This is an optimization exercise on Yosys and OpenROAD, whose aim is small area, a short achievable clock period and few clock cycles, not a production implementation. In this exercise RTL edits were held to simulation tests only and were not proved equivalent to the original. Power is estimated from default activity; no workload was simulated.

Setup of oak:
==> flow/design.v <==
module itmp_crc8_step (
    input  wire [7:0] crc_in,
    input  wire [7:0] data_in,
    output wire [7:0] crc_out
);
    wire [7:0] x = crc_in ^ data_in;
    assign crc_out[0] = x[2] ^ x[4] ^ x[5];
    assign crc_out[1] = x[0] ^ x[3] ^ x[5] ^ x[6];
    assign crc_out[2] = x[0] ^ x[1] ^ x[4] ^ x[6] ^ x[7];
    assign crc_out[3] = x[0] ^ x[1] ^ x[4] ^ x[7];
    assign crc_out[4] = x[0] ^ x[1] ^ x[4];
    assign crc_out[5] = x[1] ^ x[2] ^ x[5];
    assign crc_out[6] = x[0] ^ x[2] ^ x[3] ^ x[6];
    assign crc_out[7] = x[1] ^ x[3] ^ x[4] ^ x[7];
endmodule
module itmp_encoder (
    input  wire       clk,
    input  wire       rst,
    input  wire       s_valid,
    output wire       s_ready,
    input  wire [7:0] s_data,
    input  wire       s_last,
    output reg        tx_valid,
    input  wire       tx_ready,
    output reg  [7:0] tx_data
);
    localparam [7:0] FLAG = 8'h7E;
    localparam [7:0] ESC  = 8'h7D;
    localparam [1:0] E_OPEN  = 2'd0;    
    localparam [1:0] E_BYTE  = 2'd1;    
    localparam [1:0] E_CRC   = 2'd2;    
    localparam [1:0] E_CLOSE = 2'd3;    
    reg        a_v, b_v;
    reg  [7:0] a_d, b_d;
    reg        a_l, b_l;
    reg        a_x, b_x;      
    reg  [1:0] state;
    reg  [7:0] crc;
    reg        esc_sent;      
    assign s_ready = !b_v;
    wire       s_take = s_valid && !b_v;
    wire       s_x    = (s_data[7:2] == 6'b011111) && (s_data[1] ^ s_data[0]);
    wire       adv    = !tx_valid || tx_ready;    
    wire       crc_x  = (crc == FLAG) || (crc == ESC);
    wire [7:0] crc_next;
    itmp_crc8_step u_crc (.crc_in(crc), .data_in(a_d), .crc_out(crc_next));
    wire       pop    = adv && (state == E_BYTE) && a_v && !(a_x && !esc_sent);
    always @(posedge clk) begin
        if (rst) begin
            a_v <= 1'b0;
            b_v <= 1'b0;
        end else begin
            if (!a_v || pop) begin
                if (b_v) begin
                    a_v <= 1'b1;
                    b_v <= 1'b0;
                end else begin
                    a_v <= s_take;
                end
            end else if (s_take) begin
                b_v <= 1'b1;
            end
        end
    end
    always @(posedge clk) begin
        if (!a_v || pop) begin
            if (b_v) begin
                a_d <= b_d; a_l <= b_l; a_x <= b_x;
            end else begin
                a_d <= s_data; a_l <= s_last; a_x <= s_x;
            end
        end
        if (!b_v) begin
            b_d <= s_data; b_l <= s_last; b_x <= s_x;
        end
    end
    always @(posedge clk) begin
        if (rst) begin
            state    <= E_OPEN;
            esc_sent <= 1'b0;
            tx_valid <= 1'b0;
            crc      <= 8'hFF;
        end else if (adv) begin
            case (state)
                E_OPEN: begin
                    tx_valid <= a_v || s_valid;
                    tx_data  <= FLAG;
                    crc      <= 8'hFF;
                    esc_sent <= 1'b0;
                    if (a_v || s_valid)
                        state <= E_BYTE;
                end
                E_BYTE: begin
                    tx_valid <= a_v;
                    if (a_x && !esc_sent) begin
                        tx_data <= ESC;
                        if (a_v)
                            esc_sent <= 1'b1;
                    end else begin
                        tx_data <= {a_d[7:6], a_d[5] ^ esc_sent, a_d[4:0]};
                        if (a_v) begin
                            esc_sent <= 1'b0;
                            crc      <= crc_next;
                            if (a_l)
                                state <= E_CRC;
                        end
                    end
                end
                E_CRC: begin
                    tx_valid <= 1'b1;
                    if (crc_x && !esc_sent) begin
                        tx_data  <= ESC;
                        esc_sent <= 1'b1;
                    end else begin
                        tx_data  <= {crc[7:6], crc[5] ^ esc_sent, crc[4:0]};
                        esc_sent <= 1'b0;
                        state    <= E_CLOSE;
                    end
                end
                E_CLOSE: begin
                    tx_valid <= 1'b1;
                    tx_data  <= FLAG;
                    state    <= E_OPEN;
                end
            endcase
        end
    end
endmodule
module itmp_decoder #(
    parameter RXBUF_MAX = 64,
    parameter QD        = 4         
) (
    input  wire       clk,
    input  wire       rst,
    input  wire       rx_valid,
    output reg        rx_ready,
    input  wire [7:0] rx_data,
    output reg        f_valid,
    input  wire       f_ready,
    output reg  [7:0] f_data,
    output reg        f_first,
    output reg        f_last
);
    localparam       AW = $clog2(RXBUF_MAX);        
    localparam       PW = AW + 1;                   
    reg  [7:0]    ring [0:RXBUF_MAX-1];
    reg           r1_v;
    reg  [7:0]    r1_d;
    reg           r1_fl;         
    reg           r1_es;         
    reg           esc;
    reg  [7:0]    crc;
    reg  [PW-1:0] k;             
    reg           ovf;
    reg  [PW-1:0] wptr;          
    reg  [PW-1:0] fstart;        
    reg  [QD-1:0] qv;
    reg  [AW-1:0] ql [0:QD-1];
    reg  [PW-1:0] rptr;          
    reg           first_pend;    
    reg  [AW-1:0] left;          
    wire          proc     = r1_v && rx_ready;
    wire          eff_flag = !esc && r1_fl;
    wire          eff_esc  = !esc && r1_es;
    wire          is_data  = !eff_flag && !eff_esc;
    wire          room     = (k != RXBUF_MAX - 3);
    wire [7:0]    ubyte    = {r1_d[7:6], r1_d[5] ^ esc, r1_d[4:0]};
    wire          store    = proc && is_data && room;
    wire          good     = !k[PW-1] && (crc == 8'h00) && !ovf;
    wire          fin      = proc && eff_flag;
    wire          push     = fin && good;
    wire [7:0]    crc_step;
    itmp_crc8_step u_crc (.crc_in(crc), .data_in(ubyte), .crc_out(crc_step));
    wire          load     = qv[0] && (!f_valid || f_ready);
    wire          rd_last  = !first_pend && (left == 0);
    wire          pop      = load && rd_last;
    wire [PW-1:0] occ      = wptr - rptr;
    wire          take     = rx_valid && rx_ready;
    wire          in_fl    = (rx_data == 8'h7E);
    wire          in_es    = (rx_data == 8'h7D);
    wire          esc_n    = proc ? eff_esc : esc;
    wire          r1_v_n   = take || (r1_v && !rx_ready);
    wire          fl_n     = take ? in_fl : r1_fl;
    wire          es_n     = take ? in_es : r1_es;
    wire          eflag_n  = !esc_n && fl_n;
    wire          data_n   = esc_n || (!fl_n && !es_n);
    wire          q_full_n = qv[QD-1] || (qv[QD-2] && push);
    wire          ring_full_n = qv[0] && (occ[PW-1] || (&occ[AW-1:0]));
    wire          stall_n  = r1_v_n && (eflag_n ? q_full_n : (data_n && ring_full_n));
    reg  [QD-1:0] qv_p;
    reg  [AW-1:0] ql_p [0:QD-1];
    reg  [QD-1:0] qv_n;
    integer i;
    always @(*) begin
        for (i = 0; i < QD; i = i + 1) begin
            qv_p[i] = pop ? ((i + 1 < QD) ? qv[(i + 1) % QD] : 1'b0) : qv[i];
            ql_p[i] = pop ? ql[(i + 1) % QD] : ql[i];
        end
        for (i = 0; i < QD; i = i + 1)
            qv_n[i] = qv_p[i] || (push && (i == 0 || qv_p[(i + QD - 1) % QD]));
    end
    always @(posedge clk) begin
        if (store)
            ring[wptr[AW-1:0]] <= ubyte;
        for (i = 0; i < QD; i = i + 1)
            if (pop || (push && !qv_p[i]))
                ql[i] <= qv_p[i] ? ql_p[i] : k[AW-1:0];
        if (take) begin
            r1_d  <= rx_data;
            r1_fl <= in_fl;
            r1_es <= in_es;
        end
        if (load) begin
            f_data  <= ring[rptr[AW-1:0]];
            f_first <= first_pend;
            f_last  <= rd_last;
            left    <= first_pend ? ql[0] : left - 1'b1;
        end
    end
    always @(posedge clk) begin
        if (rst) begin
            rx_ready   <= 1'b1;
            r1_v       <= 1'b0;
            esc        <= 1'b0;
            crc        <= 8'hFF;
            k          <= {PW{1'b1}} - 2'd2;
            ovf        <= 1'b0;
            wptr       <= {PW{1'b0}};
            fstart     <= {PW{1'b0}};
            qv         <= {QD{1'b0}};
            rptr       <= {PW{1'b0}};
            first_pend <= 1'b1;
            f_valid    <= 1'b0;
        end else begin
            rx_ready <= !stall_n;
            r1_v     <= r1_v_n;
            esc      <= esc_n;
            qv       <= qv_n;
            if (fin) begin
                crc <= 8'hFF;
                ovf <= 1'b0;
                k   <= {PW{1'b1}} - 2'd2;
                if (good) begin
                    wptr   <= wptr - 1'b1;
                    fstart <= wptr - 1'b1;
                end else begin
                    wptr   <= fstart;
                end
            end else if (store) begin
                crc  <= crc_step;
                k    <= k + 1'b1;
                wptr <= wptr + 1'b1;
            end else if (proc && is_data) begin
                ovf  <= 1'b1;
            end
            if (load) begin
                f_valid    <= 1'b1;
                rptr       <= rptr + 1'b1;
                first_pend <= rd_last;
            end else if (f_ready) begin
                f_valid    <= 1'b0;
            end
        end
    end
endmodule
module itmp_codec (
    input  wire       clk,
    input  wire       rst,
    input  wire       s_valid,
    output wire       s_ready,
    input  wire [7:0] s_data,
    input  wire       s_last,
    output wire       tx_valid,
    input  wire       tx_ready,
    output wire [7:0] tx_data,
    input  wire       rx_valid,
    output wire       rx_ready,
    input  wire [7:0] rx_data,
    output wire       f_valid,
    input  wire       f_ready,
    output wire [7:0] f_data,
    output wire       f_first,
    output wire       f_last
);
    itmp_encoder u_enc (
        .clk(clk), .rst(rst),
        .s_valid(s_valid), .s_ready(s_ready), .s_data(s_data), .s_last(s_last),
        .tx_valid(tx_valid), .tx_ready(tx_ready), .tx_data(tx_data)
    );
    itmp_decoder #(.RXBUF_MAX(64)) u_dec (
        .clk(clk), .rst(rst),
        .rx_valid(rx_valid), .rx_ready(rx_ready), .rx_data(rx_data),
        .f_valid(f_valid), .f_ready(f_ready), .f_data(f_data),
        .f_first(f_first), .f_last(f_last)
    );
endmodule
clock: 6.0 ns
lec_check: 0
cap_margin: 20
core_margin: 2
core_utilization: 40
cts_buf_list: sky130_fd_sc_hd__clkbuf_8
setup_slack_margin: 3.55
slew_margin: 20
run.sh (not shown) runs the stock make flow with config.mk's settings and CLKGATE_MAP_FILE= SYNTH_SCRIPT=/design/flow/synth_recipe.tcl, a recipe that flattens the netlist after the stock synthesis.
Testbench counts of oak, summed over its fixed seeds: cycles 12,558.
#### Input delta (pine over oak)
-- flow/config.mk --
<<< oak, line 10
export CORE_UTILIZATION = 40
export CTS_BUF_LIST = sky130_fd_sc_hd__clkbuf_8
export SETUP_SLACK_MARGIN = 3.55
export SLEW_MARGIN = 20
>>> pine, line 10
export CORE_UTILIZATION = 40
export SETUP_SLACK_MARGIN = 3.7
export SLEW_MARGIN = 20
Findings:
- pine gives less time the final worst path needs with I/O delays and setup than oak did.
- Per the comparison of pine with oak, sum of met3 wire segment lengths after detailed routing dropped about 12%; internal power component climbed 500 uW; pre-CTS setup slack dropped 0.036 ns; maximum frequency climbed 2.0%.
- pine: routability congestion estimate from global placement about 2.5% below oak

static timing again, ports no longer ideal:
No port has a modelled driver above. Below, the same layouts with a new extraction and two added sets of constraints. Step 1 assumes that a clkbuf_16 drives the clock port and a buf_2 every other input. Step 2 also shifts input and output timing later by t, the mid clock arrival at the registers, as if the neighbouring blocks saw the same clock. Slacks: no drivers / after step 1 / after step 2; pairs: no drivers / after step 1.
run	shift t [ns]	slack for setup (ns)	clock arrival spread, ns	worst slew at a driven data input, ns	cell pins on the clock port's net
oak	0.762	3.467 / 3.410 / 2.838	0.034 / 0.033	0.05	1
pine	0.653	3.517 / 3.456 / 3.140	0.039 / 0.039	0.04	1
After both steps every run listed still meets setup and hold. The setup slack of oak, which loses most, moves by -0.057 ns with the drivers and by -0.629 ns with both steps.
